Context: an optimization exercise on an open-source flow, tuned for small area. The choices shown serve that exercise and are no tape-out recipe.
Function was checked by simulation only, so behaviour that the tests miss may differ from the original.
Power is estimated from default activity; no workload was simulated.

--- design/flow/config.mk ---
export PLATFORM = sky130hd
export DESIGN_NAME = nos64_ptw
export DESIGN_NICKNAME = nos64_ptw
export VERILOG_FILES = /design/flow/design.v
export SDC_FILE = /design/flow/constraint.sdc
export NUM_CORES = 4
export LEC_CHECK = 0
export CAP_MARGIN = 20
export CORE_MARGIN = 2
export CORE_UTILIZATION = 40
export PLACE_DENSITY = 0.6
export SLEW_MARGIN = 20
--- design/flow/constraint.sdc ---
create_clock -name core_clock -period 6.0 [get_ports {clk}]
set_input_delay 1.2000 -clock core_clock [delete_from_list [all_inputs] [get_ports {clk}]]
set_output_delay 1.2000 -clock core_clock [all_outputs]
set_load 0.01 [all_outputs]
--- design/flow/design.v ---
module nos64_ptw (
    input  wire        clk,
    input  wire        rst,             
    input  wire        cmd_valid,
    output wire        cmd_ready,
    input  wire [71:0] cmd_word,        
    input  wire [3:0]  rd_addr,
    output reg  [63:0] rd_data,
    output wire        tgt_req_valid,
    input  wire        tgt_req_ready,
    output wire        tgt_req_reg,     
    output wire [63:0] tgt_req_addr,
    input  wire        tgt_resp_valid,
    input  wire        tgt_resp_ok,
    input  wire [63:0] tgt_resp_data,
    output wire        diag_valid,
    output wire [1:0]  diag_level,
    output wire [9:0]  diag_flags,
    output wire [63:0] diag_value
);
    reg        busy;      
    reg [1:0]  op;        
    reg        dec_now;   
    reg        req;       
    reg        regph;     
    reg        memfail;   
    reg [1:0]  lvl;       
    reg [63:0] operand;
    reg [63:0] r0, r1, r2, r3;
    wire [7:0] cw = cmd_word[71:64];
    wire is_translate = (cw == 8'h10);
    wire is_decode    = (cw[7:2] == 6'b0010_00);
    wire accept       = cmd_valid && !busy;
    wire take         = tgt_resp_valid && tgt_resp_ok;
    assign cmd_ready = !busy;
    reg [8:0] idx;
    always @(*) begin
        case (lvl)
            2'd0: idx = operand[47:39];
            2'd1: idx = operand[38:30];
            2'd2: idx = operand[29:21];
            default: idx = operand[20:12];
        endcase
    end
    wire lvl0 = (lvl == 2'd0);
    assign tgt_req_valid = busy && req;
    assign tgt_req_reg   = regph;
    assign tgt_req_addr  = {r0[63:52] & {12{lvl0}}, r0[51:12], idx, 3'b000};
    assign diag_valid = dec_now || (take && !regph);
    assign diag_level = lvl;
    assign diag_value = dec_now ? operand : tgt_resp_data;
    assign diag_flags = {diag_value[63], diag_value[8:0]};
    always @(posedge clk) begin
        if (rst) begin
            busy    <= 1'b0;
            op      <= 2'd0;
            dec_now <= 1'b0;
        end else begin
            dec_now <= accept && is_decode;
            if (accept) begin
                op      <= is_translate ? 2'd1 : is_decode ? 2'd2 : 2'd3;
                busy    <= is_translate;
            end else if (tgt_resp_valid) begin
                if (!tgt_resp_ok || (!regph && (!tgt_resp_data[0] || lvl == 2'd3)))
                    busy <= 1'b0;
            end
        end
    end
    always @(posedge clk) begin
        if (accept) begin
            operand <= cmd_word[63:0];
            req     <= 1'b1;
            regph   <= 1'b1;
            memfail <= 1'b0;
            lvl     <= cw[1:0];
        end else begin
            if (tgt_req_valid && tgt_req_ready)
                req <= 1'b0;
            if (tgt_resp_valid) begin
                if (regph) begin
                    if (tgt_resp_ok) begin
                        regph <= 1'b0;
                        req   <= 1'b1;
                    end
                end else if (!tgt_resp_ok) begin
                    memfail <= 1'b1;
                end else if (tgt_resp_data[0] && lvl != 2'd3) begin
                    lvl <= lvl + 2'd1;
                    req <= 1'b1;
                end
            end
        end
    end
    always @(posedge clk) begin
        if (take) begin
            r0 <= tgt_resp_data;
            r1 <= r0;
            r2 <= r1;
            r3 <= r2;
        end
    end
    wire tr = (op == 2'd1);
    wire dc = (op == 2'd2);
    wire walked = tr && !regph;                  
    wire ok_end = walked && !memfail && r0[0];   
    wire [2:0] nrd  = walked ? {1'b0, lvl} + 3'd1 : 3'd0;
    wire [2:0] nrec = walked ? {1'b0, lvl} + {2'd0, !memfail} : {2'd0, dc};
    wire err_any = (tr && (regph || memfail || !r0[0])) || (op == 2'd3);
    wire [2:0] err = !tr ? ((op == 2'd3) ? 3'd5 : 3'd0) :
                     regph ? 3'd2 : memfail ? 3'd3 : !r0[0] ? 3'd4 : 3'd0;
    wire [1:0] err_level = (walked && (memfail || !r0[0])) ? lvl : 2'd0;
    wire [1:0] state = (op == 2'd0) ? 2'd0 : {1'b1, err_any};
    wire [15:0] status = {op, tr, nrd, nrec, err_level, err, state};
    wire [3:0] a = rd_addr;
    wire [1:0] ai = a[1:0];
    wire is_dv = (a[3:2] == 2'd1);
    wire is_fl = (a[3:2] == 2'd2);
    wire is_slot = is_dv || is_fl;
    wire slot_ok = tr ? ({1'b0, ai} < nrec) : (dc && ai == 2'd0);
    wire [1:0] k = nrec[1:0] - 2'd1 - ai;        
    wire sel_op = ((a == 4'd3) && (op != 2'd0)) || (is_slot && dc && ai == 2'd0);
    wire sl_tr  = is_slot && tr && slot_ok;
    wire fa_src0 = memfail;                      
    wire sel0 = (sl_tr && k == 2'd0) || (a == 4'd1 && ok_end) || (a == 4'd2 && walked && fa_src0);
    wire sel1 = (sl_tr && k == 2'd1) || (a == 4'd2 && walked && !fa_src0);
    wire sel2 = (sl_tr && k == 2'd2);
    wire sel3 = (sl_tr && k == 2'd3);
    wire [63:0] word = ({64{sel_op}} & operand) | ({64{sel0}} & r0) | ({64{sel1}} & r1) |
                       ({64{sel2}} & r2) | ({64{sel3}} & r3);
    wire hi_keep = (a == 4'd3) || is_dv || (a == 4'd2 && lvl0);
    wire [1:0] fl_level = tr ? ai : lvl;
    always @(*) begin
        rd_data[63:52] = word[63:52] & {12{hi_keep}};
        rd_data[51:16] = word[51:16] & {36{!is_fl}};
        if (a == 4'd0)
            rd_data[15:0] = status;
        else if (is_fl)
            rd_data[15:0] = {slot_ok, 3'b000, fl_level & {2{slot_ok}}, word[63], word[8:0]};
        else if (a == 4'd1)
            rd_data[15:0] = {word[15:12], operand[11:0] & {12{ok_end}}};
        else if (a == 4'd2)
            rd_data[15:0] = {word[15:12], idx & {9{walked}}, 3'b000};
        else
            rd_data[15:0] = word[15:0];
    end
endmodule
--- design/flow/flow/run.sh ---
#!/bin/bash
# Standard ORFS layout, with small cells for the port buffers and the clock tree.
set -euo pipefail
export BUFFER_PORTS_ARGS="-buffer_cell sky130_fd_sc_hd__buf_1"
export CTS_ARGS="-sink_clustering_enable -repair_clock_nets -dont_use_dummy_load -buf_list sky130_fd_sc_hd__clkbuf_4"
bash standard.sh > standard.log 2>&1
--- design/flow/standard.sh ---
#!/bin/bash
# synth_recipe.tcl (not shown) runs the flow's synth.tcl, then flattens the netlist and writes it again
# the make line also repeats each setting of config.mk as NAME=value (left out here)
make -C /OpenROAD-flow-scripts/flow DESIGN_CONFIG=/design/flow/config.mk WORK_HOME=/design/flow/orfs CLKGATE_MAP_FILE= SYNTH_SCRIPT=/design/flow/synth_recipe.tcl "${@:-finish}"
==> results of run 1 <==
## critical path, stage by stage (launching register included)
cell	delay (ns)
dfxtp_1	0.55
inv_1	0.15
ha_1	0.21
ha_1	0.27
nand3_1	0.11
ha_1	0.38
and2b_1	0.21
a2bb2oi_1	0.18
nor4_1	0.38
or2_4	0.36
buf_12	0.22
a22oi_1	0.12
a21oi_1	0.34
buf_1	0.20
## state kept, by name (all words and copies together), names as in the netlist, 2 cells and up
name and count:
r2 64, r0 64, operand 64, lvl 2, r3 64, op 2
r1 64
## logic make-up after synthesis
group	after synthesis	synth area share
multiplexers	78	0.0617
AO/OA/AOI/OAI	250	0.132
flip-flops	329	0.689
adder cells (fa/ha/maj)	11	0.00967
XOR/XNOR	3	0.00185
AND/OR/NAND/NOR	120	0.0477
other	1	0.000263
buffers and inverters	134	0.0573
## synthesized netlist by cell type (2+ instances only)
cell type,instances
a211oi_1,4
mux2i_1,9
xor2_1,2
o2bb2ai_1,2
a221o_1,3
nor2b_1,5
a32oi_1,5
ha_1,11
nand3_1,14
nor2_1,24
a31oi_1,4
a21oi_1,66
mux2_2,68
o21ai_1,3
buf_4,62
or2_1,2
nand2_1,24
or2_2,3
a32o_1,2
o211ai_1,2
a222oi_1,57
and2_1,19
a22o_1,11
and3_1,3
clkbuf_1,26
a22oi_1,57
buf_2,15
o21ai_0,11
a21o_1,3
inv_1,20
dfxtp_1,7
a221oi_2,2
o22ai_1,4
a221oi_1,9
o21a_1,2
nor3_1,6
edfxtp_1,322
or3_1,2
buf_6,8
nor4_1,4
## power by group
part | leakage [nW] | total [mW] | internal, mW | switching (mW)
clock network | 0.409 | 1.47 | 0.670 | 0.803
logic | 1.61 | 0.423 | 0.145 | 0.279
registers | 3.11 | 2.73 | 2.64 | 0.0846
total | 5.13 | 4.62 | 3.46 | 1.17
## how the worst max path moves through the flow
stage | endpoint | slack [ns] | cells after the start
2_1_floorplan | r0[0] | 0.44 | 2
3_3_place_gp | rd_data[47] | 0.88 | 10
3_5_place_dp | rd_data[47] | 0.75 | 10
4_1_cts | rd_data[47] | 0.20 | 13
5_1_grt | rd_data[36] | 0.06 | 13
6_report | rd_data[47] | 0.40 | 13
## cells in the final DEF, fill, tap and decap left out, types with 3 or more instances in the layout
cell      count
a221o_1       3
nand3_1      14
and3_1        3
nor4_1        3
a21o_1        3
a211oi_1      4
a22o_1       11
a221oi_1      9
dfxtp_1       6
inv_1        19
a31oi_1       4
nor2b_1       3
nand2_1      24
a32oi_1       5
a21oi_1      66
or2_2         3
o21ai_0      11
o21ai_1       3
buf_12        6
and2_1       19
a22oi_1      57
nor3_1        6
conb_1        3
buf_1       350
nor2_1       24
ha_1          9
buf_4         9
a222oi_1     57
clkbuf_4     89
edfxtp_1    322
mux2_2       68
mux2i_1       9
o22ai_1       4
## area by class of cell
class	count	share of cell area
well taps	461	0.0354
inverters	21	0.00507
repair buffers	365	0.0921
clock buffers	89	0.0410
diodes	2	0.000307
flip-flops and latches	329	0.602
multi-input cells	465	0.224
## layer usage
metal / global-route usage / wire (um) / up-vias
met5: 0 / 0 / -
met4: 0.0816 / 1030 / 0
met3: 0.0613 / 3840 / 71
met2: 0.340 / 19800 / 555
met1: 0.296 / 17100 / 4836
li1: - / - / 4403
## metrics by stage
stage | cells | hold slack, ns | setup WS (ns) | power, mW
final | 1732 | 0.423 | 0.398 | 4.62
after global routing | 1732 | 0.424 | 0.0574 | 4.85
after CTS | 1730 | 0.422 | 0.196 | 4.70
after detailed placement | 1641 | 0.433 | 0.746 | 3.20
after global placement | 1641 | 0.426 | 0.884 | 3.19
after floorplan | 928 | 0.421 | 0.438 | 3.01
==> qor.yml, run 1 <==
routedWlPerCell_um: 24.1
synth-edff-count: 322
synth-main-ff-cell: "edfxtp_1"
cts_hold_buf: 0
synth.area.top_cells: "edfxtp_1 68%, mux2_2 5.4%, a222oi_1 4.0%"
rsz0062_at_grt: "false"
outcome: "timing/DRC/antenna clean"
fin_crit_sh: 0.934
grt_pass1_wl_um: 59400
ios: 354
grt_start_max_net_pins: 106
yosysWarnings: 1
ant_nets: 0
hp-class: "reg -> reg"
post_cts_resized: 0
die_h_um: 193
fin_util: 0.462
clk-insertion-delay-late_ns: 0.71
nets: 1428
synthCells: 926
multiInputGateArea_sq_um: 3650
finalSetupTns_ns: 0
syn_avg_cell_area_sq_um: 15.4
yosysTopAreaCell: "edfxtp_1"
fp.dieArea_sq_um: 37100
seqCellArea_sq_um: 9810
regToRegStartpoint: "lvl[0]"
fillCellCount: 3250
cts_num_sinks: 329
regToRegEndpoint: "busy"
finalWeightedCongestion: 0.902
crit_start: "memfail"
crit_arrival_ns: 4.40
place_hpwl_um: 28200
first_pass_iters: 7
routed_via_density: 5.70
critPathCaptureType: "primary output"
clk_pin_slew_ns: 0.06
r2r_slack_ns: 3.93
maxSlewViolCount: 0
max_slew_margin: 0.288
cap_violations: 0
async_flop_share: 0
vias: 9865
critPathLaunchType: "flip-flop"
initial_core_util: 0.403
skew_ns: 0.0619
grt_antenna_before_repair: 3
setup-violations-final: 0
final_hold_viol_count: 0
die_w_um: 193
min_path_cells: 0
max_freq_ghz: 0.179
r2r_cells: 6
core_area_sq_um: 35300
rows: 69
powerDensity_nw_per_um2: 284
period_needed_ns: 5.60
worstHoldStart: "r2[9]"
cts_tree: "done"
finalInstanceArea_sq_um: 16300
timing_worst_setup_path_type: "reg -> out"
synth_area_sq_um: 14200
ir_worst_vdd_mv: 0.161
synth-seq-area-share: 0.689
first_global_vias: 9604
routed_wl_um: 41800
clock-root-buffer: "clkbuf_4"
synth_cell_types: 63
io_buffer_count: 350
grt_usage: 0.220
cts_max_path_buffers: 3
tightest_slew_ns: 1.06
drive_gt1_frac: 0.155
syn_to_final_growth_pct: 14.5
placed_cell_area_sq_um: 15600
worstPathRequired_ns: 4.80
ys_ff_latch: 329
drtIter0Drc: 1099
power_leakage_nw: 5.13
crit_fanout: 25
worstHoldEndpoint: "r3[9]"
synth_top_area_frac: 0.679
htreeDepth: 3
numCtsBuffers: 89
route.detailed.drc: 0
post_cts_buffers: 0
overflow: 0
==> run 2: changes to the inputs <==
==> design/flow/run.sh (new file) <==
#!/bin/bash
# synth_recipe.tcl (not shown) runs the flow's synth.tcl, then flattens the netlist and writes it again
# the make line also repeats each setting of config.mk as NAME=value (left out here)
make -C /OpenROAD-flow-scripts/flow DESIGN_CONFIG=/design/flow/config.mk WORK_HOME=/design/flow/orfs CLKGATE_MAP_FILE= SYNTH_SCRIPT=/design/flow/synth_recipe.tcl finish
removed: design/flow/flow/run.sh
removed: design/flow/standard.sh
==> qor.yml, run 2 <==
rows: 69  # unchanged
overflow: 0  # unchanged
maxSlewViolCount: 0  # unchanged
fillCellCount: 2923  # was 3250
crit_fanout: 28  # was 25
synth.area.top_cells: "edfxtp_1 68%, mux2_2 5.4%, a222oi_1 4.0%"  # unchanged
grt_pass1_wl_um: 62400  # was 59400 um
cts_max_path_buffers: 3  # unchanged
synth-seq-area-share: 0.689  # unchanged
yosysWarnings: 1  # unchanged
routed_via_density: 5.67  # was 5.70
synth-main-ff-cell: "edfxtp_1"  # unchanged
vias: 9753  # was 9865
worstPathRequired_ns: 4.80  # about the same
yosysTopAreaCell: "edfxtp_1"  # unchanged
final_hold_viol_count: 0  # unchanged
clk_pin_slew_ns: 0.06  # about the same
most-common-layout-cells: "350 x clkdlybuf4s50_1, 322 x edfxtp_1, 68 x mux2_2, 66 x a21oi_1"  # was 350 x buf_1, 322 x edfxtp_1, 89 x clkbuf_4, 68 x mux2_2, 66 x a21oi_1
die_w_um: 193  # unchanged
routed_wl_um: 43100  # was 41800 um
synthTopCellsByCount: "322 x edfxtp_1, 68 x mux2_2, 66 x a21oi_1"  # unchanged
die_h_um: 193  # unchanged
async_flop_share: 0  # unchanged
fp.dieArea_sq_um: 37100  # unchanged
critPathLaunchType: "flip-flop"  # unchanged
cts_num_sinks: 329  # unchanged
place_hpwl_um: 29200  # was 28200 um
crit_arrival_ns: 4.55  # was 4.40 ns
drive_gt1_frac: 0.136  # was 0.155
first_global_vias: 9751  # was 9604
drtIter0Drc: 1258  # was 1099
synth.most_common_cell: "edfxtp_1"  # unchanged
syn_to_final_growth_pct: 34.0  # was 14.5%
regToRegEndpoint: "busy"  # unchanged
first_pass_iters: 6  # was 7
crit_path_end: "rd_data[32]"  # was rd_data[47]
hp-class: "reg -> reg"  # unchanged
crit_start: "memfail"  # unchanged
final_common_cell: "clkdlybuf4s50_1"  # was buf_1
clock-root-buffer: "clkbuf_16"  # was clkbuf_4
skew_ns: 0.0211  # was 0.0619 ns
post_cts_buffers: 0  # unchanged
power_leakage_nw: 6.26  # was 5.13 nW
cts_hold_buf: 0  # unchanged
ant_nets: 0  # unchanged
synth_cell_types: 63  # unchanged
cap_violations: 0  # unchanged
period_needed_ns: 5.75  # was 5.60 ns
fin_cells: 1720  # was 1732
timing_worst_setup_path_type: "reg -> out"  # unchanged
grt_usage: 0.226  # was 0.220
finalSetupTns_ns: 0  # unchanged
initial_core_util: 0.403  # unchanged
r2r_cells: 6  # unchanged
finalWeightedCongestion: 0.944  # was 0.902
rsz0062_at_grt: "false"  # unchanged
max_slew_margin: 0.323  # was 0.288
cts_tree: "done"  # unchanged
grt_antenna_before_repair: 1  # was 3
powerDensity_nw_per_um2: 289  # was 284 nW/um^2
post_cts_resized: 0  # unchanged
synth_area_sq_um: 14200  # unchanged
r2r_slack_ns: 4.01  # was 3.93 ns
regToRegStartpoint: "lvl[1]"  # was lvl[0]
route.detailed.drc: 0  # unchanged
grt_start_max_net_pins: 107  # was 106
htreeDepth: 2  # was 3
ys_ff_latch: 329  # unchanged
fin_util: 0.540  # was 0.462
syn_avg_cell_area_sq_um: 15.4  # unchanged
max_freq_ghz: 0.174  # was 0.179 GHz
critPathCaptureType: "primary output"  # unchanged
dp.cells: 1652  # was 1641
synthCells: 926  # unchanged
routedWlPerCell_um: 25.1  # was 24.1 um
nets: 1388  # was 1428
ir_worst_vdd_mv: 0.215  # was 0.161 mV
numCtsBuffers: 38  # was 89
synth_top_area_frac: 0.679  # unchanged
io_buffer_count: 350  # unchanged
setup-violations-final: 0  # unchanged
outcome: "timing/DRC/antenna clean"  # unchanged
clk-insertion-delay-late_ns: 0.53  # was 0.71 ns
core_area_sq_um: 35300  # unchanged
synth-edff-count: 322  # unchanged
fin_crit_sh: 0.959  # was 0.934
total_power_mw: 5.52  # was 4.62 mW
tightest_slew_ns: 1.00  # was 1.06 ns
ios: 354  # unchanged
## run 2: cell counts after synthesis
Identical to the previous run, type by type.
## run 2: how the worst min path moves through the flow
stage                start      to  depth (start not counted)
floorplan           r2[63]  r3[63]                          0
global placement     r2[9]   r3[9]                          0
detailed placement   r2[6]   r3[6]                          0
CTS                 r1[55]  r2[55]                          0
global route        r1[55]  r2[55]                          0
finish              r1[55]  r2[55]                          0
## run 2: worst max-delay path: stages (launching register included)
cell and delay (ns):
dfxtp_1 0.56, inv_1 0.16, ha_1 0.22, ha_1 0.27, nand3_1 0.11, ha_1 0.35, and2b_1 0.21, a2bb2oi_1 0.15
nor4_1 0.36, or2_2 0.32, buf_6 0.31, a22oi_1 0.16, a21oi_1 0.25, clkdlybuf4s50_1 0.59
## run 2: power by group
| group | leakage [nW] | internal (mW) | switching (mW) | total [mW] |
|---|---|---|---|---|
| registers | 3.11 | 2.64 | 0.0830 | 2.72 |
| clock network | 0.568 | 1.29 | 0.910 | 2.20 |
| logic | 2.59 | 0.311 | 0.287 | 0.597 |
| total | 6.26 | 4.24 | 1.28 | 5.52 |
## run 2: final cells by class
type | count | area, sq um | area share
multi-input combinational | 465 | 3640 | 0.191
timing repair buffer | 376 | 3780 | 0.198
clock inverter | 17 | 118 | 0.00617
tap | 461 | 577 | 0.0303
inverter | 21 | 82.6 | 0.00433
clock buffer | 50 | 1060 | 0.0556
antenna | 1 | 2.50 | 0.000131
sequential | 329 | 9810 | 0.515
## run 2: metrics by stage
stage	hold WS (ns)	worst slack [ns]	cell area [sq um]
final	0.444	0.246	19100
after global routing	0.450	0.0128	19100
after CTS	0.445	0.143	19100
after detailed placement	0.433	0.377	17900
after global placement	0.427	0.480	17900
after floorplan	0.421	0.438	14200
## run 2: logic make-up (layout without fill, tap and decap cells)
logic type	after synthesis	in the layout	share of synthesized area
buffers and inverters	134	464	0.0573
DFF	329	329	0.689
xor gates and xnor gates	3	3	0.00185
AOI/OAI and AO/OA	250	250	0.132
adders and majority gates	11	11	0.00967
other	1	4	0.000263
and+or+nand+nor	120	120	0.0477
muxes	78	78	0.0617
## run 2: routing by layer
metal | global-route usage | up-vias | share of wire | routed length [um]
met4 | 0.0684 | 0 | 0.026 | 1110
met1 | 0.306 | 4898 | 0.42 | 18100
met3 | 0.0513 | 67 | 0.077 | 3330
met2 | 0.364 | 462 | 0.48 | 20500
li1 | - | 4326 | - | -
met5 | 0 | - | 0 | 0
==> run 3: changes to the inputs <==
==> design/flow/flow/run.sh (new file) <==
#!/bin/bash
# Standard ORFS layout, with small cells for the port buffers and a clock tree of few, large clusters.
set -euo pipefail
export BUFFER_PORTS_ARGS="-buffer_cell sky130_fd_sc_hd__buf_1"
export CTS_ARGS="-sink_clustering_enable -repair_clock_nets -dont_use_dummy_load -sink_clustering_size 20 -sink_clustering_max_diameter 60 -buf_list sky130_fd_sc_hd__clkbuf_8"
bash standard.sh > standard.log 2>&1
==> design/flow/standard.sh (new file) <==
#!/bin/bash
# synth_recipe.tcl (not shown) runs the flow's synth.tcl, then flattens the netlist and writes it again
# the make line also repeats each setting of config.mk as NAME=value (left out here)
make -C /OpenROAD-flow-scripts/flow DESIGN_CONFIG=/design/flow/config.mk WORK_HOME=/design/flow/orfs CLKGATE_MAP_FILE= SYNTH_SCRIPT=/design/flow/synth_recipe.tcl "${@:-finish}"
--- a/design/flow/config.mk
+++ b/design/flow/config.mk
@@ -8,5 +8,5 @@
 export CAP_MARGIN = 20
 export CORE_MARGIN = 2
-export CORE_UTILIZATION = 40
-export PLACE_DENSITY = 0.6
+export CORE_UTILIZATION = 65
+export PLACE_DENSITY = 0.8
 export SLEW_MARGIN = 20
removed: design/flow/run.sh
==> qor.yml, run 3 <==
outcome: "timing/DRC/antenna clean"  # unchanged
synthTopCellsByCount: "322 x edfxtp_1, 68 x mux2_2, 66 x a21oi_1"  # unchanged
max_slew_margin: 0.265  # was 0.323
powerDensity_nw_per_um2: 264  # was 289 nW/um^2
die_w_um: 152  # was 193 um
maxSlewViolCount: 0  # unchanged
hold-worst-slack_ns: 0.437  # was 0.444 ns
htreeDepth: 1  # was 2
setup-violations-final: 0  # unchanged
synth_top_area_frac: 0.679  # unchanged
skew_ns: 0.0573  # was 0.0211 ns
clk_pin_slew_ns: 0.12  # was 0.06 ns
finalWeightedCongestion: 0.940  # was 0.944
fillCellCount: 1453  # was 2923
finalSetupTns_ns: 0  # unchanged
dp.cells: 1463  # was 1652
most-common-layout-cells: "350 x buf_1, 322 x edfxtp_1, 68 x mux2_2, 66 x a21oi_1"  # was 350 x clkdlybuf4s50_1, 322 x edfxtp_1, 68 x mux2_2, 66 x a21oi_1
synth.area.top_cells: "edfxtp_1 68%, mux2_2 5.4%, a222oi_1 4.0%"  # unchanged
ios: 354  # unchanged
crit_start: "memfail"  # unchanged
critPathLaunchType: "flip-flop"  # unchanged
rsz0062_at_grt: "false"  # unchanged
grt_pass1_wl_um: 56700  # was 62400 um
routed_wl_um: 37400  # was 43100 um
crit_fanout: 33  # was 28
rows: 54  # was 69
clk-insertion-delay-late_ns: 0.58  # was 0.53 ns
first_global_vias: 9506  # was 9751
multiInputGateArea_sq_um: 3640  # unchanged
initial_core_util: 0.656  # was 0.403
synth.most_common_cell: "edfxtp_1"  # unchanged
synth-seq-area-share: 0.689  # unchanged
ys_ff_latch: 329  # unchanged
synthCells: 926  # unchanged
ir_worst_vdd_mv: 0.222  # was 0.215 mV
ant_nets: 0  # unchanged
nets: 1366  # was 1388
worstHoldStart: "r2[32]"  # was r1[55]
grt_antenna_before_repair: 1  # unchanged
die_h_um: 152  # was 193 um
yosysTopAreaCell: "edfxtp_1"  # unchanged
hp-class: "reg -> reg"  # unchanged
synth_area_sq_um: 14200  # unchanged
synth_cell_types: 63  # unchanged
tightest_slew_ns: 1.10  # was 1.00 ns
drtIter0Drc: 1517  # was 1258
routed_via_density: 6.56  # was 5.67
fin_crit_sh: 0.913  # was 0.959
core_area_sq_um: 21700  # was 35300 sq um
fin_cells: 1489  # was 1720
synth-edff-count: 322  # unchanged
grt_start_max_net_pins: 185  # was 107
cts_num_sinks: 329  # unchanged
critPathCaptureType: "primary output"  # unchanged
final_common_cell: "buf_1"  # was clkdlybuf4s50_1
place_hpwl_um: 25800  # was 29200 um
yosysWarnings: 1  # unchanged
io_buffer_count: 350  # unchanged
route.detailed.drc: 0  # unchanged
vias: 9767  # was 9753
clock-root-buffer: "clkbuf_8"  # was clkbuf_16
worstPathRequired_ns: 4.80  # about the same
numCtsBuffers: 24  # was 38
overflow: 0  # unchanged
timing_worst_setup_path_type: "reg -> out"  # unchanged
cts_tree: "done"  # unchanged
final_hold_viol_count: 0  # unchanged
cap_violations: 0  # unchanged
seqCellArea_sq_um: 9810  # unchanged
drive_gt1_frac: 0.111  # was 0.136
regToRegStartpoint: "busy"  # was lvl[1]
async_flop_share: 0  # unchanged
syn_avg_cell_area_sq_um: 15.4  # unchanged
routedWlPerCell_um: 25.1  # about the same
fp.dieArea_sq_um: 23100  # was 37100 sq um
syn_to_final_growth_pct: 10.4  # was 34.0%
period_needed_ns: 5.48  # was 5.75 ns
grt_usage: 0.317  # was 0.226
cts_max_path_buffers: 3  # unchanged
synth-main-ff-cell: "edfxtp_1"  # unchanged
power_leakage_nw: 4.90  # was 6.26 nW
first_pass_iters: 9  # was 6
crit_arrival_ns: 4.28  # was 4.55 ns
max_freq_ghz: 0.183  # was 0.174 GHz
## run 3: changes by cell type in the layout (fill, tap and decap cells not counted), sizes merged
cell / change
clkdlybuf4s50: -350
buf: +342
clkbuf: -26
clkinv: -13
clkinvlp: -3
bufinv: -1
diode: +1
## run 3: area by class of cell
| class | instances | area share |
|---|---|---|
| multi-input combinational | 465 | 0.231 |
| tap | 280 | 0.0223 |
| timing repair buffer | 368 | 0.0954 |
| clock buffer | 24 | 0.0210 |
| antenna | 2 | 0.000318 |
| inverter | 21 | 0.00525 |
| sequential | 329 | 0.624 |
## run 3: logic make-up (layout without fill, tap and decap cells)
| logic type | count (synthesis) | count (layout) | share of synthesized area |
|---|---|---|---|
| AOI/OAI and AO/OA | 250 | 250 | 0.132 |
| xor gates and xnor gates | 3 | 3 | 0.00185 |
| adders and majority gates | 11 | 11 | 0.00967 |
| buffers and inverters | 134 | 413 | 0.0573 |
| DFF | 329 | 329 | 0.689 |
| muxes | 78 | 78 | 0.0617 |
| other | 1 | 5 | 0.000263 |
| and+or+nand+nor | 120 | 120 | 0.0477 |
## run 3: final timing paths
check,to,slack (ns),cells after the start
max reg2reg,op[1],4.02,5
min,r3[32],0.44,0
max,rd_data[60],0.52,13
min reg2reg,r3[32],0.44,0
## run 3: stage by stage
stage / total power, mW / util / worst slack (ns) / area, sq um
floorplan: 3.01 / - / 0.438 / 14200
global placement: 3.17 / 0.709 / 0.742 / 15400
detailed placement: 3.18 / 0.709 / 0.640 / 15400
CTS: 4.17 / 0.724 / 0.353 / 15700
global route: 4.29 / 0.724 / 0.229 / 15700
finish: 4.16 / 0.725 / 0.523 / 15700
## run 3: metal layers
| metal | global-route usage | routed length, um |
|---|---|---|
| met2 | 0.519 | 18200 |
| met3 | 0.0573 | 4050 |
| met5 | 0 | 0 |
| met1 | 0.432 | 13600 |
| met4 | 0.119 | 1470 |
## run 3: report_power, final
part / switching (mW) / total, mW / leakage (nW) / internal [mW]
registers: 0.0836 / 2.72 / 3.11 / 2.64
logic: 0.271 / 0.416 / 1.62 / 0.145
clock network: 0.661 / 1.02 / 0.173 / 0.359
total: 1.01 / 4.16 / 4.90 / 3.14
## run 3: critical path, stage by stage, from the launching register on
cell and delay, ns:
dfxtp_1 0.54, inv_1 0.14, ha_1 0.21, ha_1 0.27
nand3_1 0.13, ha_1 0.38, and2b_1 0.20, a2bb2oi_1 0.18
nor4_1 0.32, or2_4 0.52, buf_4 0.33, a22oi_1 0.13
a21oi_1 0.20, buf_1 0.18
## run 3: repair_timing
| action | 4_1_cts | 5_1_grt |
|---|---|---|
| hold buffers | 0 | 0 |
| setup buffers | 0 | 0 |
| endpoints found under the setup margin | 0 | 1 |
| resized for setup | 0 | 1 |
==> run 4: changes to the inputs <==
==> design/flow/flow/run.sh (replaced) <==
#!/bin/bash
# Standard ORFS layout, with small cells for the port buffers and a clock tree of few, large clusters.
set -euo pipefail
export BUFFER_PORTS_ARGS="-buffer_cell sky130_fd_sc_hd__buf_1"
export CTS_ARGS="-sink_clustering_enable -repair_clock_nets -dont_use_dummy_load -sink_clustering_size 30 -sink_clustering_max_diameter 60 -buf_list sky130_fd_sc_hd__clkbuf_16"
bash standard.sh > standard.log 2>&1
==> qor.yml, run 4 <==
finalWeightedCongestion: 0.940  # unchanged
critPathLaunchType: "flip-flop"  # unchanged
sw_frac_of_total: 0.234  # was 0.244
detailedPlace.worstSlack_ns: 0.640  # unchanged
clk_pin_slew_ns: 0.09  # was 0.12 ns
tightest_slew_ns: 1.09  # was 1.10 ns
nets: 1363  # was 1366
crit_arrival_ns: 4.50  # was 4.28 ns
setup_slack_ns: 0.304  # was 0.523 ns
power_switching_mw: 1.04  # was 1.01 mW
synth-edff-count: 322  # unchanged
cts_tree: "done"  # unchanged
synthTopCellsByCount: "322 x edfxtp_1, 68 x mux2_2, 66 x a21oi_1"  # unchanged
fin_crit_sh: 0.949  # was 0.913
syn_to_final_growth_pct: 11.8  # was 10.4%
fin_cells: 1485  # was 1489
synth_area_sq_um: 14200  # unchanged
die_h_um: 152  # unchanged
maxSlewViolCount: 0  # unchanged
dp.cells: 1463  # unchanged
final_common_cell: "buf_1"  # unchanged
first_pass_iters: 12  # was 9
multiInputGateArea_sq_um: 3630  # was 3640 sq um
yosysWarnings: 1  # unchanged
core_area_sq_um: 21700  # unchanged
drtIter0Drc: 1482  # was 1517
first_global_vias: 9498  # was 9506
outcome: "timing/DRC/antenna clean"  # unchanged
max_freq_ghz: 0.176  # was 0.183 GHz
setup-violations-final: 0  # unchanged
ys_ff_latch: 329  # unchanged
ios: 354  # unchanged
htreeDepth: 1  # unchanged
overflow: 0  # unchanged
vias: 9726  # was 9767
skew_ns: 0.0476  # was 0.0573 ns
synth_top_area_frac: 0.679  # unchanged
drive_gt1_frac: 0.109  # was 0.111
route.detailed.drc: 0  # unchanged
grt_usage: 0.317  # about the same
routedWlPerCell_um: 25.2  # was 25.1 um
clock-root-buffer: "clkbuf_16"  # was clkbuf_8
powerDensity_nw_per_um2: 280  # was 264 nW/um^2
cts_max_path_buffers: 3  # unchanged
routed_wl_um: 37400  # about the same
async_flop_share: 0  # unchanged
combPwrFrac: 0.094  # was 0.100
routed_via_density: 6.55  # was 6.56
cts_num_sinks: 329  # unchanged
period_needed_ns: 5.70  # was 5.48 ns
seq_power_share: 0.612  # was 0.655
syn_avg_cell_area_sq_um: 15.4  # unchanged
io_buffer_count: 350  # unchanged
power_leakage_nw: 4.99  # was 4.90 nW
post_cts_buffers: 0  # unchanged
p_clk_frac: 0.294  # was 0.245
die_w_um: 152  # unchanged
fp.dieArea_sq_um: 23100  # unchanged
timing_worst_setup_path_type: "reg -> out"  # unchanged
ant_nets: 0  # unchanged
synth.most_common_cell: "edfxtp_1"  # unchanged
yosysTopAreaCell: "edfxtp_1"  # unchanged
grt_antenna_before_repair: 1  # unchanged
numCtsBuffers: 21  # was 24
rsz0062_at_grt: "false"  # unchanged
clk-insertion-delay-late_ns: 0.53  # was 0.58 ns
critPathCaptureType: "primary output"  # unchanged
rows: 54  # unchanged
cts_hold_buf: 0  # unchanged
crit_fanout: 33  # unchanged
ir_worst_vdd_mv: 0.252  # was 0.222 mV
synth-seq-area-share: 0.689  # unchanged
finalSetupTns_ns: 0  # unchanged
place_hpwl_um: 25800  # unchanged
grt_start_max_net_pins: 185  # unchanged
max_slew_margin: 0.275  # was 0.265
hp-class: "reg -> reg"  # unchanged
synth_cell_types: 63  # unchanged
fillCellCount: 1432  # was 1453
synth-main-ff-cell: "edfxtp_1"  # unchanged
p_int_mw: 3.40  # was 3.14 mW
final_hold_viol_count: 0  # unchanged
worstPathRequired_ns: 4.80  # about the same
cap_violations: 0  # unchanged
initial_core_util: 0.656  # unchanged
grt_pass1_wl_um: 56600  # was 56700 um
synth.area.top_cells: "edfxtp_1 68%, mux2_2 5.4%, a222oi_1 4.0%"  # unchanged
post_cts_resized: 0  # unchanged
synthCells: 926  # unchanged
most-common-layout-cells: "350 x buf_1, 322 x edfxtp_1, 68 x mux2_2, 66 x a21oi_1"  # unchanged
seqCellArea_sq_um: 9810  # unchanged
run 4: changes by cell type in the layout (fill, tap and decap cells not counted), sizes merged:
cell / before / now
clkbuf: 24 / 21
diode: 2 / 1
run 4: path summary, 6_finish.rpt:
kind	start	endpoint	slack, ns	cells after the start
min	r2[2]	r3[2]	0.42	0
max	memfail	rd_data[20]	0.30	13
min reg2reg	r2[2]	r3[2]	0.42	0
max reg2reg	busy	op[1]	4.04	5
run 4: area by class of cell:
type | instances | area share
well taps | 280 | 0.0220
clock buffers | 21 | 0.0330
repair buffers | 368 | 0.0942
diodes | 1 | 0.000157
flip-flops and latches | 329 | 0.617
inverters | 21 | 0.00519
multi-input cells | 465 | 0.228
run 4: per-layer routing:
layer	vias to the layer above	GRT usage	routed length, um
met4	0	0.120	1520
li1	4236	-	-
met5	-	0	0
met1	4700	0.427	13700
met3	103	0.0531	3750
met2	687	0.528	18400
run 4: kinds of logic (layout without fill, tap and decap cells):
group | count (synthesis) | count (layout) | share of synthesized area
XOR/XNOR | 3 | 3 | 0.00185
multiplexers | 78 | 78 | 0.0617
flip-flops | 329 | 329 | 0.689
AO/OA/AOI/OAI | 250 | 250 | 0.132
other | 1 | 4 | 0.000263
AND/OR/NAND/NOR | 120 | 120 | 0.0477
adder cells (fa/ha/maj) | 11 | 11 | 0.00967
buffers and inverters | 134 | 410 | 0.0573
run 4: power by group through the flow:
stage               Clock, mW  Sequential [mW]  Combinational, mW
finish                   1.31             2.72              0.416
global route             1.38             2.73              0.449
CTS                      1.33             2.72              0.414
detailed placement          0             2.77              0.411
global placement            0             2.76              0.405
floorplan                   0             2.74              0.270
run 4: critical path, stage by stage, from the launching register on:
cell       delay, ns
dfxtp_1         0.53
inv_1           0.15
ha_1            0.21
ha_1            0.27
nand3_1         0.13
ha_1            0.38
and2b_1         0.20
a2bb2oi_1       0.18
nor4_1          0.29
or2_2           0.75
buf_4           0.36
a22oi_1         0.12
a21oi_1         0.21
buf_1           0.22
run 4: metrics by stage:
| stage | cell area (sq um) | hold slack (ns) | power (mW) | util |
|---|---|---|---|---|
| finish | 15900 | 0.424 | 4.45 | 0.733 |
| CTS | 15900 | 0.417 | 4.46 | 0.733 |
| global route | 15900 | 0.425 | 4.56 | 0.733 |
| global placement | 15400 | 0.425 | 3.17 | 0.709 |
| detailed placement | 15400 | 0.434 | 3.18 | 0.709 |
| floorplan | 14200 | 0.421 | 3.01 | - |
==> run 5: changes to the inputs <==
==> design/flow/flow/run.sh (replaced) <==
#!/bin/bash
# Standard ORFS layout, with small cells for the port buffers and a clock tree of few, large clusters.
set -euo pipefail
export BUFFER_PORTS_ARGS="-buffer_cell sky130_fd_sc_hd__buf_1"
export CTS_ARGS="-sink_clustering_enable -repair_clock_nets -dont_use_dummy_load -sink_clustering_size 16 -sink_clustering_max_diameter 50 -buf_list sky130_fd_sc_hd__clkbuf_8"
bash standard.sh > standard.log 2>&1
==> qor.yml, run 5 <==
outcome: "timing/DRC/antenna clean"  # unchanged
drtIter0Drc: 1481  # was 1482
most-common-layout-cells: "350 x buf_1, 322 x edfxtp_1, 68 x mux2_2, 66 x a21oi_1"  # unchanged
ir_worst_vdd_mv: 0.204  # was 0.252 mV
fin_util: 0.728  # was 0.733
synth_xor_area_frac: 0.00185  # unchanged
synth-edff-count: 322  # unchanged
grt_usage: 0.317  # about the same
synthMuxAreaShare: 0.0617  # unchanged
fp.dieArea_sq_um: 23100  # unchanged
maxSlewViolCount: 0  # unchanged
numCtsBuffers: 30  # was 21
vias: 9776  # was 9726
ant_nets: 0  # unchanged
synth_top_area_frac: 0.679  # unchanged
route.detailed.drc: 0  # unchanged
cts_hold_buf: 0  # unchanged
cts_tree: "done"  # unchanged
period_needed_ns: 5.49  # was 5.70 ns
initial_core_util: 0.656  # unchanged
clk_pin_slew_ns: 0.10  # was 0.09 ns
fin_crit_sh: 0.915  # was 0.949
multiInputGateArea_sq_um: 3640  # was 3630 sq um
die_h_um: 152  # unchanged
finalSetupTns_ns: 0  # unchanged
cap_violations: 0  # unchanged
max_freq_ghz: 0.182  # was 0.176 GHz
detailedPlace.worstSlack_ns: 0.640  # unchanged
fillCellCount: 1453  # was 1432
powerDensity_nw_per_um2: 270  # was 280 nW/um^2
worstPathRequired_ns: 4.80  # about the same
clock-root-buffer: "clkbuf_8"  # was clkbuf_16
core_area_sq_um: 21700  # unchanged
power_leakage_nw: 4.94  # was 4.99 nW
critPathLaunchType: "flip-flop"  # unchanged
grt_pass1_wl_um: 56600  # about the same
first_pass_iters: 11  # was 12
routed_wl_um: 37400  # about the same
synthCells: 926  # unchanged
timing_worst_setup_path_type: "reg -> out"  # unchanged
syn_avg_cell_area_sq_um: 15.4  # unchanged
final_common_cell: "buf_1"  # unchanged
grt_start_max_net_pins: 185  # unchanged
final_hold_viol_count: 0  # unchanged
critPathCaptureType: "primary output"  # unchanged
yosysTopAreaCell: "edfxtp_1"  # unchanged
synth-seq-area-share: 0.689  # unchanged
crit_fanout: 33  # unchanged
synth_area_sq_um: 14200  # unchanged
overflow: 0  # unchanged
drive_gt1_frac: 0.115  # was 0.109
dp.cells: 1463  # unchanged
synthTopCellsByCount: "322 x edfxtp_1, 68 x mux2_2, 66 x a21oi_1"  # unchanged
yosysWarnings: 1  # unchanged
seqCellArea_sq_um: 9810  # unchanged
synth-simple-area-share: 0.0477  # unchanged
synth-adder-area-share: 0.00967  # unchanged
place_hpwl_um: 25800  # unchanged
synth_top_family_by_area: "compound AO/OA/AOI/OAI gates"  # unchanged
hp-class: "reg -> reg"  # unchanged
rows: 54  # unchanged
synth_cell_types: 63  # unchanged
synth.area.top_cells: "edfxtp_1 68%, mux2_2 5.4%, a222oi_1 4.0%"  # unchanged
setup_slack_ns: 0.507  # was 0.304 ns
clk-insertion-delay-late_ns: 0.60  # was 0.53 ns
htreeDepth: 1  # unchanged
async_flop_share: 0  # unchanged
fin_cells: 1494  # was 1485
setup-violations-final: 0  # unchanged
ys_ff_latch: 329  # unchanged
tightest_slew_ns: 1.09  # about the same
ios: 354  # unchanged
max_slew_margin: 0.271  # was 0.275
grt_antenna_before_repair: 2  # was 1
synth-main-ff-cell: "edfxtp_1"  # unchanged
die_w_um: 152  # unchanged
first_global_vias: 9546  # was 9498
cts_max_path_buffers: 3  # unchanged
io_buffer_count: 350  # unchanged
rsz0062_at_grt: "false"  # unchanged
synth_compound_area_frac: 0.132  # unchanged
nets: 1372  # was 1363
cts_num_sinks: 329  # unchanged
routedWlPerCell_um: 25.1  # was 25.2 um
routed_via_density: 6.54  # was 6.55
crit_arrival_ns: 4.29  # was 4.50 ns
finalWeightedCongestion: 0.940  # unchanged
syn_to_final_growth_pct: 11.0  # was 11.8%
synth.most_common_cell: "edfxtp_1"  # unchanged
skew_ns: 0.0636  # was 0.0476 ns
[run 5: cell types whose count changed in the layout (fill, tap and decap cells not counted)]
cell       change
clkbuf_16     -21
clkbuf_8      +30
or2_2          -1
or2_4          +1
[run 5: path summary, 6_finish.rpt]
kind / from / end / slack [ns] / depth (start not counted)
worst max-delay path: memfail / rd_data[20] / 0.51 / 13
worst min register to register: r2[49] / r3[49] / 0.43 / 0
worst max register to register: busy / op[1] / 4.03 / 5
worst min-delay path: r2[49] / r3[49] / 0.43 / 0
[run 5: worst max-delay path: stages, from the launching register on]
cell	delay [ns]
dfxtp_1	0.54
inv_1	0.15
ha_1	0.21
ha_1	0.27
nand3_1	0.13
ha_1	0.38
and2b_1	0.20
a2bb2oi_1	0.18
nor4_1	0.32
or2_4	0.53
buf_4	0.33
a22oi_1	0.12
a21oi_1	0.18
buf_1	0.20
[run 5: through the flow]
step	power [mW]	area (sq um)	hold slack, ns
after floorplan	3.01	14200	0.421
after global placement	3.17	15400	0.425
final	4.26	15800	0.426
after detailed placement	3.18	15400	0.434
after CTS	4.27	15800	0.426
after global routing	4.39	15800	0.437
[run 5: kinds of logic (layout without fill, tap and decap cells)]
family	Yosys count	count (layout)
AO/OA/AOI/OAI	250	250
other	1	4
multiplexers	78	78
buffers and inverters	134	419
XOR/XNOR	3	3
adder cells (fa/ha/maj)	11	11
AND/OR/NAND/NOR	120	120
flip-flops	329	329
[run 5: per-layer routing]
metal / GRT usage / routed length [um] / up-vias
met2: 0.514 / 18200 / 732
met1: 0.429 / 13400 / 4709
li1: - / - / 4246
met5: 0 / 0 / -
met3: 0.0593 / 4320 / 89
met4: 0.129 / 1490 / 0
[run 5: layout make-up]
type                       instances  area share
antenna                            1    0.000158
inverter                          21     0.00523
multi-input combinational        465       0.230
clock buffer                      30      0.0261
timing repair buffer             368      0.0949
tap                              280      0.0222
sequential                       329       0.621
[run 5: power by group]
group	internal, mW	switching (mW)
clock network	0.443	0.683
logic	0.145	0.270
registers	2.64	0.0835
total	3.23	1.04
[run 5: what timing repair did]
| item | 4_1_cts | 5_1_grt |
|---|---|---|
| endpoints found under the setup margin | 0 | 8 |
| setup buffers | 0 | 0 |
| gates resized for setup | 0 | 1 |
==> run 6: changes to the inputs <==
==> design/flow/flow/run.sh (replaced) <==
#!/bin/bash
# Standard ORFS layout with three changes:
#  1. after the standard synthesis, the combinational logic is mapped again by ABC with an
#     area-oriented script (flow/area.abc); every flip-flop is kept as the standard synthesis
#     made it (same instances, names and cell types);
#  2. port buffers are buf_1 cells;
#  3. the clock tree uses clkbuf_8 cells and larger sink clusters.
# Each tool's output goes to a log file of its own in this folder.
set -euo pipefail
here=$(pwd)
export BUFFER_PORTS_ARGS="-buffer_cell sky130_fd_sc_hd__buf_1"
export CTS_ARGS="-sink_clustering_enable -repair_clock_nets -dont_use_dummy_load -sink_clustering_size 16 -sink_clustering_max_diameter 50 -buf_list sky130_fd_sc_hd__clkbuf_8"
R=$here/orfs/results/$FLOW_PLATFORM/nos64_ptw/base
LIB=$FLOW_HOME/platforms/$FLOW_PLATFORM/lib/sky130_fd_sc_hd__tt_025C_1v80.lib
YOSYS=$FLOW_HOME/../tools/install/yosys/bin/yosys
[ -x "$YOSYS" ] || YOSYS=yosys

# 1. standard synthesis, unchanged
bash standard.sh synth > synth.log 2>&1
cp $R/1_2_yosys.v $here/std_1_2_yosys.v

# 2. area re-mapping of the combinational logic
SEQ=$(cat $here/flow/seq_cells.txt)
DU=""; for c in $(cat $here/flow/dont_use.txt); do DU="$DU -dont_use $c"; done
printf 'set_driving_cell sky130_fd_sc_hd__buf_1\nset_load 5\n' > $here/abc.constr
cat > $here/reopt.ys <<EOT
read_liberty -ignore_miss_func -overwrite $LIB
read_verilog $here/std_1_2_yosys.v
hierarchy -top $FLOW_TOP
setattr -mod -set keep_hierarchy 1 $SEQ sky130_fd_sc_hd__conb_1
flatten
blackbox $SEQ sky130_fd_sc_hd__conb_1
techmap
opt -purge
abc -script $here/flow/area.abc -liberty $LIB $DU -constr $here/abc.constr -D 6000
splitnets
opt_clean -purge
hilomap -singleton -hicell sky130_fd_sc_hd__conb_1 HI -locell sky130_fd_sc_hd__conb_1 LO
insbuf -buf sky130_fd_sc_hd__buf_1 A X
rename -hide w:*.*
opt_clean -purge
stat -liberty $LIB
write_verilog -noattr -nohex -nodec $here/reopt_1_2_yosys.v
EOT
$YOSYS -s $here/reopt.ys > reopt.log 2>&1
$YOSYS -p "read_liberty -lib $LIB; read_verilog $here/reopt_1_2_yosys.v; hierarchy -top $FLOW_TOP; check -assert -mapped" > reopt_check.log 2>&1
# the flip-flops must be exactly those of the standard synthesis
ff() { grep -E '^\s*sky130_fd_sc_hd__[a-z]*df[a-z]*_[0-9]+ ' "$1" | awk '{print $1, $2}' | sort; }
if ! cmp -s <(ff $here/std_1_2_yosys.v) <(ff $here/reopt_1_2_yosys.v); then
  echo "re-mapping changed the flip-flops" >&2; exit 1
fi
cp $here/reopt_1_2_yosys.v $R/1_2_yosys.v

# 3. the rest of the standard layout
bash standard.sh > standard.log 2>&1
==> design/flow/flow/area.abc (new file) <==
strash
dc2
&get -n
&st
&dch -f
&nf -R 1000
&put
==> design/flow/flow/dont_use.txt (new file) <==
sky130_fd_sc_hd__probe_p_8 sky130_fd_sc_hd__probec_p_8 sky130_fd_sc_hd__lpflow_bleeder_1 sky130_fd_sc_hd__lpflow_clkbufkapwr_1 sky130_fd_sc_hd__lpflow_clkbufkapwr_16 sky130_fd_sc_hd__lpflow_clkbufkapwr_2 sky130_fd_sc_hd__lpflow_clkbufkapwr_4 sky130_fd_sc_hd__lpflow_clkbufkapwr_8 sky130_fd_sc_hd__lpflow_clkinvkapwr_1 sky130_fd_sc_hd__lpflow_clkinvkapwr_16 sky130_fd_sc_hd__lpflow_clkinvkapwr_2 sky130_fd_sc_hd__lpflow_clkinvkapwr_4 sky130_fd_sc_hd__lpflow_clkinvkapwr_8 sky130_fd_sc_hd__lpflow_decapkapwr_12 sky130_fd_sc_hd__lpflow_decapkapwr_3 sky130_fd_sc_hd__lpflow_decapkapwr_4 sky130_fd_sc_hd__lpflow_decapkapwr_6 sky130_fd_sc_hd__lpflow_decapkapwr_8 sky130_fd_sc_hd__lpflow_inputiso0n_1 sky130_fd_sc_hd__lpflow_inputiso0p_1 sky130_fd_sc_hd__lpflow_inputiso1n_1 sky130_fd_sc_hd__lpflow_inputiso1p_1 sky130_fd_sc_hd__lpflow_inputisolatch_1 sky130_fd_sc_hd__lpflow_isobufsrc_1 sky130_fd_sc_hd__lpflow_isobufsrc_16 sky130_fd_sc_hd__lpflow_isobufsrc_2 sky130_fd_sc_hd__lpflow_isobufsrc_4 sky130_fd_sc_hd__lpflow_isobufsrc_8 sky130_fd_sc_hd__lpflow_isobufsrckapwr_16 sky130_fd_sc_hd__lpflow_lsbuf_lh_hl_isowell_tap_1 sky130_fd_sc_hd__lpflow_lsbuf_lh_hl_isowell_tap_2 sky130_fd_sc_hd__lpflow_lsbuf_lh_hl_isowell_tap_4 sky130_fd_sc_hd__lpflow_lsbuf_lh_isowell_4 sky130_fd_sc_hd__lpflow_lsbuf_lh_isowell_tap_1 sky130_fd_sc_hd__lpflow_lsbuf_lh_isowell_tap_2 sky130_fd_sc_hd__lpflow_lsbuf_lh_isowell_tap_4 sky130_fd_sc_hd__fill_1 sky130_fd_sc_hd__fill_2 sky130_fd_sc_hd__fill_4 sky130_fd_sc_hd__fill_8 
==> design/flow/flow/seq_cells.txt (new file) <==
sky130_fd_sc_hd__dfbbn_1 sky130_fd_sc_hd__dfbbn_2 sky130_fd_sc_hd__dfbbp_1 sky130_fd_sc_hd__dfrbp_1 sky130_fd_sc_hd__dfrbp_2 sky130_fd_sc_hd__dfrtn_1 sky130_fd_sc_hd__dfrtp_1 sky130_fd_sc_hd__dfrtp_2 sky130_fd_sc_hd__dfrtp_4 sky130_fd_sc_hd__dfsbp_1 sky130_fd_sc_hd__dfsbp_2 sky130_fd_sc_hd__dfstp_1 sky130_fd_sc_hd__dfstp_2 sky130_fd_sc_hd__dfstp_4 sky130_fd_sc_hd__dfxbp_1 sky130_fd_sc_hd__dfxbp_2 sky130_fd_sc_hd__dfxtp_1 sky130_fd_sc_hd__dfxtp_2 sky130_fd_sc_hd__dfxtp_4 sky130_fd_sc_hd__dlrbn_1 sky130_fd_sc_hd__dlrbn_2 sky130_fd_sc_hd__dlrbp_1 sky130_fd_sc_hd__dlrbp_2 sky130_fd_sc_hd__dlrtn_1 sky130_fd_sc_hd__dlrtn_2 sky130_fd_sc_hd__dlrtn_4 sky130_fd_sc_hd__dlrtp_1 sky130_fd_sc_hd__dlrtp_2 sky130_fd_sc_hd__dlrtp_4 sky130_fd_sc_hd__dlxbn_1 sky130_fd_sc_hd__dlxbn_2 sky130_fd_sc_hd__dlxbp_1 sky130_fd_sc_hd__dlxtn_1 sky130_fd_sc_hd__dlxtn_2 sky130_fd_sc_hd__dlxtn_4 sky130_fd_sc_hd__dlxtp_1 sky130_fd_sc_hd__edfxbp_1 sky130_fd_sc_hd__edfxtp_1 sky130_fd_sc_hd__lpflow_inputisolatch_1 sky130_fd_sc_hd__sdfbbn_1 sky130_fd_sc_hd__sdfbbn_2 sky130_fd_sc_hd__sdfbbp_1 sky130_fd_sc_hd__sdfrbp_1 sky130_fd_sc_hd__sdfrbp_2 sky130_fd_sc_hd__sdfrtn_1 sky130_fd_sc_hd__sdfrtp_1 sky130_fd_sc_hd__sdfrtp_2 sky130_fd_sc_hd__sdfrtp_4 sky130_fd_sc_hd__sdfsbp_1 sky130_fd_sc_hd__sdfsbp_2 sky130_fd_sc_hd__sdfstp_1 sky130_fd_sc_hd__sdfstp_2 sky130_fd_sc_hd__sdfstp_4 sky130_fd_sc_hd__sdfxbp_1 sky130_fd_sc_hd__sdfxbp_2 sky130_fd_sc_hd__sdfxtp_1 sky130_fd_sc_hd__sdfxtp_2 sky130_fd_sc_hd__sdfxtp_4 sky130_fd_sc_hd__sedfxbp_1 sky130_fd_sc_hd__sedfxbp_2 sky130_fd_sc_hd__sedfxtp_1 sky130_fd_sc_hd__sedfxtp_2 sky130_fd_sc_hd__sedfxtp_4
==> qor.yml, run 6 <==
sw_frac_of_total: 0.236  # was 0.243
crit_fanout: 25  # was 33
routedWlPerCell_um: 23.9  # was 25.1 um
htreeDepth: 2  # was 1
combPwrFrac: 0.080  # was 0.098
core_area_sq_um: 20100  # was 21700 sq um
clk-insertion-delay-late_ns: 0.54  # was 0.60 ns
skew_ns: 0.0525  # was 0.0636 ns
crit_start: "op[0]"  # was memfail
fin_crit_sh: 0.973  # was 0.915
initial_core_util: 0.657  # was 0.656
fp.dieArea_sq_um: 21500  # was 23100 sq um
detailedPlace.worstSlack_ns: 0.628  # was 0.640 ns
die_w_um: 147  # was 152 um
syn_to_final_growth_pct: 16.8  # was 11.0%
worstPathRequired_ns: 4.80  # about the same
p_clk_frac: 0.282  # was 0.264
first_pass_iters: 9  # was 11
critPathCaptureType: "primary output"  # unchanged
setup-violations-final: 0  # unchanged
hold-worst-slack_ns: 0.401  # was 0.426 ns
setup_slack_ns: 0.162  # was 0.507 ns
clk_pin_slew_ns: 0.09  # was 0.10 ns
synthCells: 828  # was 926
drive_gt1_frac: 0.0624  # was 0.115
nets: 1334  # was 1372
maxSlewViolCount: 0  # unchanged
cts_num_sinks: 329  # unchanged
fin_util: 0.767  # was 0.728
numCtsBuffers: 34  # was 30
final_common_cell: "buf_1"  # unchanged
first_global_vias: 9043  # was 9546
syn_avg_cell_area_sq_um: 16.0  # was 15.4 sq um
ios: 354  # unchanged
rsz0062_at_grt: "false"  # unchanged
drtIter0Drc: 1324  # was 1481
post_cts_buffers: 0  # unchanged
routed_wl_um: 34800  # was 37400 um
place_hpwl_um: 23300  # was 25800 um
hp-class: "reg -> reg"  # unchanged
tightest_slew_ns: 1.02  # was 1.09 ns
powerDensity_nw_per_um2: 277  # was 270 nW/um^2
route.detailed.drc: 0  # unchanged
io_buffer_count: 350  # unchanged
power_leakage_nw: 4.85  # was 4.94 nW
finalWeightedCongestion: 0.906  # was 0.940
cap_violations: 0  # unchanged
regToRegStartpoint: "lvl[0]"  # was busy
period_needed_ns: 5.84  # was 5.49 ns
most-common-layout-cells: "350 x buf_1, 322 x edfxtp_1, 72 x a222oi_1, 66 x a21oi_1, 64 x mux2_1"  # was 350 x buf_1, 322 x edfxtp_1, 68 x mux2_2, 66 x a21oi_1
crit_arrival_ns: 4.64  # was 4.29 ns
num_antenna_cells: 0  # was 1
outcome: "timing/DRC/antenna clean"  # unchanged
power_switching_mw: 1.01  # was 1.04 mW
grt_pass1_wl_um: 51200  # was 56600 um
grt_usage: 0.313  # was 0.317
worstHoldStart: "r1[5]"  # was r2[49]
clock-root-buffer: "clkbuf_8"  # unchanged
die_h_um: 147  # was 152 um
timing_worst_setup_path_type: "reg -> out"  # unchanged
vias: 9489  # was 9776
ant_nets: 0  # unchanged
max_freq_ghz: 0.171  # was 0.182 GHz
grt_start_max_net_pins: 142  # was 185
max_slew_margin: 0.323  # was 0.271
critPathLaunchType: "flip-flop"  # unchanged
synth_area_sq_um: 13200  # was 14200 sq um
finalSetupTns_ns: 0  # unchanged
rows: 52  # was 54
cts_max_path_buffers: 3  # unchanged
final_hold_viol_count: 0  # unchanged
p_int_mw: 3.27  # was 3.23 mW
fillCellCount: 1294  # was 1453
seq_power_share: 0.638  # about the same
ir_worst_vdd_mv: 0.208  # was 0.204 mV
overflow: 0  # unchanged
grt_antenna_before_repair: 0  # was 2
routed_via_density: 6.52  # was 6.54
yosysWarnings: 1  # unchanged
cts_tree: "done"  # unchanged
run 6: final cells by class:
| type | instances | area, sq um | area share |
|---|---|---|---|
| multi-input cells | 440 | 3240 | 0.210 |
| clock buffers | 34 | 468 | 0.0303 |
| well taps | 270 | 338 | 0.0219 |
| flip-flops and latches | 329 | 9810 | 0.636 |
| repair buffers | 377 | 1540 | 0.0999 |
| inverters | 6 | 30.0 | 0.00195 |
run 6: path summary, 6_finish.rpt:
check	slack, ns	endpoint	cells past startpoint
max	0.16	rd_data[53]	12
min	0.40	r2[5]	0
max reg2reg	4.01	lvl[1]	4
min reg2reg	0.40	r2[5]	0
run 6: routing by layer:
| metal | vias up | GRT usage | wire, um |
|---|---|---|---|
| li1 | 4098 | - | - |
| met1 | 4633 | 0.438 | 13200 |
| met2 | 674 | 0.504 | 16900 |
| met3 | 84 | 0.0634 | 3690 |
| met4 | 0 | 0.103 | 1080 |
| met5 | - | 0 | 0 |
run 6: power groups by stage:
stage | combinational [mW] | sequential [mW] | clock, mW
floorplan | 0.183 | 2.75 | 0
global placement | 0.329 | 2.77 | 0
detailed placement | 0.336 | 2.78 | 0
CTS | 0.337 | 2.73 | 1.22
global route | 0.364 | 2.74 | 1.29
finish | 0.341 | 2.73 | 1.21
run 6: what timing repair did:
item	in CTS	in global routing
setup endpoints to repair	0	2
resized for setup	0	1
hold buffers	0	0
run 6: critical path, cell delays in order, from the launching register on:
cell	delay, ns
dfxtp_1	0.46
nor2b_1	0.51
nand2_1	0.15
a211oi_1	0.47
maj3_1	0.25
o21ai_0	0.11
or2_0	0.29
nand2b_1	0.29
nor2_4	0.66
buf_4	0.38
a222oi_1	0.15
a21oi_1	0.18
buf_1	0.23
run 6: through the flow:
step	power, mW	instance area (sq um)	cells
floorplan	2.94	13200	830
global placement	3.10	14900	1421
detailed placement	3.11	14900	1421
CTS	4.28	15400	1455
global route	4.40	15400	1456
finish	4.28	15400	1456
==> run 7: changes to the inputs <==
--- a/design/flow/design.v
+++ b/design/flow/design.v
@@ -22,4 +22,5 @@
     reg [1:0]  op;        
     reg        dec_now;   
+    reg        tr_now;    
     reg        req;       
     reg        regph;     
@@ -49,5 +50,5 @@
     assign diag_valid = dec_now || (take && !regph);
     assign diag_level = lvl;
-    assign diag_value = dec_now ? operand : tgt_resp_data;
+    assign diag_value = ({64{dec_now}} & operand) | ({64{tr_now}} & tgt_resp_data);
     assign diag_flags = {diag_value[63], diag_value[8:0]};
     always @(posedge clk) begin
@@ -56,6 +57,8 @@
             op      <= 2'd0;
             dec_now <= 1'b0;
+            tr_now  <= 1'b1;
         end else begin
             dec_now <= accept && is_decode;
+            tr_now  <= !(accept && is_decode);
             if (accept) begin
                 op      <= is_translate ? 2'd1 : is_decode ? 2'd2 : 2'd3;
--- a/design/flow/flow/run.sh
+++ b/design/flow/flow/run.sh
@@ -10,5 +10,5 @@
 here=$(pwd)
 export BUFFER_PORTS_ARGS="-buffer_cell sky130_fd_sc_hd__buf_1"
-export CTS_ARGS="-sink_clustering_enable -repair_clock_nets -dont_use_dummy_load -sink_clustering_size 16 -sink_clustering_max_diameter 50 -buf_list sky130_fd_sc_hd__clkbuf_8"
+export CTS_ARGS="-sink_clustering_enable -repair_clock_nets -dont_use_dummy_load -sink_clustering_size 20 -sink_clustering_max_diameter 60 -buf_list sky130_fd_sc_hd__clkbuf_8"
 R=$here/orfs/results/$FLOW_PLATFORM/nos64_ptw/base
 LIB=$FLOW_HOME/platforms/$FLOW_PLATFORM/lib/sky130_fd_sc_hd__tt_025C_1v80.lib
==> qor.yml, run 7 <==
finalWeightedCongestion: 0.900  # was 0.906
drtIter0Drc: 1242  # was 1324
clk-insertion-delay-late_ns: 0.58  # was 0.54 ns
combPwrFrac: 0.086  # was 0.080
tightest_slew_ns: 1.04  # was 1.02 ns
fin_crit_sh: 0.934  # was 0.973
grt_antenna_before_repair: 2  # was 0
final_common_cell: "buf_1"  # unchanged
first_global_vias: 9403  # was 9043
die_w_um: 146  # was 147 um
grt_usage: 0.337  # was 0.313
syn_to_final_growth_pct: 15.4  # was 16.8%
p_int_mw: 3.12  # was 3.27 mW
routed_wl_um: 36700  # was 34800 um
sw_frac_of_total: 0.242  # was 0.236
maxSlewViolCount: 0  # unchanged
finalSetupTns_ns: 0  # unchanged
clk_pin_slew_ns: 0.12  # was 0.09 ns
cts_tree: "done"  # unchanged
clock-root-buffer: "clkbuf_8"  # unchanged
p_clk_frac: 0.247  # was 0.282
setup-violations-final: 0  # unchanged
drive_gt1_frac: 0.0551  # was 0.0624
seq_power_share: 0.667  # was 0.638
power_leakage_nw: 4.89  # was 4.85 nW
fin_cells: 1447  # was 1456
fillCellCount: 1288  # was 1294
timing_worst_setup_path_type: "reg -> out"  # unchanged
fp.dieArea_sq_um: 21300  # was 21500 sq um
io_buffer_count: 350  # unchanged
die_h_um: 146  # was 147 um
most-common-layout-cells: "350 x buf_1, 322 x edfxtp_1, 66 x a222oi_1, 64 x a22o_1, 59 x a22oi_1"  # was 350 x buf_1, 322 x edfxtp_1, 72 x a222oi_1, 66 x a21oi_1, 64 x mux2_1
outcome: "timing/DRC/antenna clean"  # unchanged
ir_worst_vdd_mv: 0.212  # was 0.208 mV
finalInstanceArea_sq_um: 15100  # was 15400 sq um
rsz0062_at_grt: "false"  # unchanged
dp.cells: 1422  # was 1421
cts_num_sinks: 330  # was 329
grt_pass1_wl_um: 55200  # was 51200 um
route.detailed.drc: 0  # unchanged
synthCells: 836  # was 828
powerDensity_nw_per_um2: 272  # was 277 nW/um^2
grt_start_max_net_pins: 127  # was 142
synth_area_sq_um: 13100  # was 13200 sq um
hold-worst-slack_ns: 0.434  # was 0.401 ns
period_needed_ns: 5.61  # was 5.84 ns
routed_via_density: 6.81  # was 6.52
max_freq_ghz: 0.178  # was 0.171 GHz
max_slew_margin: 0.306  # was 0.323
post_cts_buffers: 0  # unchanged
yosysWarnings: 1  # unchanged
critPathCaptureType: "primary output"  # unchanged
numCtsBuffers: 23  # was 34
power_switching_mw: 0.996  # was 1.01 mW
first_pass_iters: 8  # was 9
final_hold_viol_count: 0  # unchanged
overflow: 0  # unchanged
cap_violations: 0  # unchanged
worstPathRequired_ns: 4.80  # about the same
core_area_sq_um: 19700  # was 20100 sq um
skew_ns: 0.0383  # was 0.0525 ns
initial_core_util: 0.668  # was 0.657
crit_fanout: 27  # was 25
vias: 9852  # was 9489
ios: 354  # unchanged
cts_max_path_buffers: 3  # unchanged
htreeDepth: 1  # was 2
hp-class: "reg -> reg"  # unchanged
ant_nets: 0  # unchanged
routedWlPerCell_um: 25.4  # was 23.9 um
placed_cell_area_sq_um: 14800  # was 14900 sq um
critPathLaunchType: "flip-flop"  # unchanged
crit_arrival_ns: 4.41  # was 4.64 ns
place_hpwl_um: 24900  # was 23300 um
rows: 51  # was 52
syn_avg_cell_area_sq_um: 15.7  # was 16.0 sq um
nets: 1328  # was 1334
-- run 7: final timing paths --
kind | from | to | slack [ns] | depth (start not counted)
setup / recovery | regph | rd_data[17] | 0.39 | 13
hold / removal | r2[30] | r3[30] | 0.43 | 0
setup reg to reg | busy | tr_now | 4.09 | 5
hold reg to reg | r2[30] | r3[30] | 0.43 | 0
-- run 7: stage by stage --
stage                     worst slack [ns]  utilization  power (mW)
after floorplan                      0.491            -        2.96
after global placement               0.724        0.753        3.13
after detailed placement             0.596        0.753        3.14
after CTS                            0.333        0.770        4.10
after global routing                0.0626        0.770        4.21
final                                0.395        0.770        4.11
-- run 7: what timing repair did --
item                                    CTS  global route
hold endpoints to repair                  0             0
hold buffers                              0             0
endpoints found under the setup margin    0             8
resized for setup                         0             2
-- run 7: routing by layer --
layer	part of all wire	vias up	GRT usage
met4	0.032	0	0.119
met5	0	-	0
met1	0.36	4748	0.466
li1	-	4166	-
met3	0.13	78	0.0709
met2	0.48	860	0.542
-- run 7: area by class of cell --
cell class / instances / area [sq um] / share of cell area
Inverter: 10 / 45.0 / 0.00297
Antenna cell: 2 / 5.00 / 0.000331
Timing Repair Buffer: 374 / 1490 / 0.0987
Tap cell: 265 / 332 / 0.0219
Sequential cell: 330 / 9830 / 0.649
Multi-Input combinational cell: 443 / 3120 / 0.206
Clock buffer: 23 / 317 / 0.0209
-- run 7: power by group through the flow --
stage | Combinational [mW] | Sequential, mW | Clock, mW
finish | 0.353 | 2.74 | 1.01
global route | 0.379 | 2.75 | 1.08
CTS | 0.350 | 2.74 | 1.01
detailed placement | 0.348 | 2.79 | 0
global placement | 0.341 | 2.79 | 0
floorplan | 0.193 | 2.76 | 0
-- run 7: worst max-delay path: stages (launching register included) --
cell and delay [ns]:
dfxtp_1 0.41, nor2_1 0.22, nand2_1 0.16, nor3_1 0.46, maj3_1 0.24, a21oi_1 0.04, nor3_1 0.19, nand2_1 0.12
or2_1 0.35, nor2_4 0.61, buf_4 0.47, a222oi_1 0.16, a21oi_1 0.21, buf_1 0.19

## re-timing with driven ports
No port has a modelled driver above. Below, the same layouts with a new extraction and two added sets of constraints.
Step 1 assumes that a clkbuf_16 drives the clock port and a buf_2 every other input.
Step 2 moves the port delays by t, midway between the first and last clock arrival at a register: inputs arrive t later, outputs are due t later. That takes back most of the time a late clock gives input paths.
Three values: ideal ports, drivers, drivers and shift; two values: the first two.
run	shift t [ns]	slack for setup (ns)	hold slack, ns	slew at the worst register clock pin (ns)
run 1	0.737	0.398 / 0.349 / 0.775	0.423 / 0.423 / 0.423	0.07 / 0.07
run 2	0.568	0.246 / 0.193 / 0.391	0.444 / 0.444 / 0.444	0.06 / 0.06
run 3	0.596	0.523 / 0.478 / 0.760	0.437 / 0.437 / 0.437	0.12 / 0.12
run 4	0.555	0.304 / 0.256 / 0.506	0.424 / 0.424 / 0.424	0.10 / 0.10
run 5	0.609	0.507 / 0.466 / 0.762	0.426 / 0.426 / 0.426	0.10 / 0.10
run 6	0.547	0.162 / 0.117 / 0.643	0.401 / 0.401 / 0.401	0.10 / 0.10
run 7	0.611	0.395 / 0.347 / 0.562	0.434 / 0.434 / 0.434	0.12 / 0.12
After both steps every run listed still meets setup and hold.
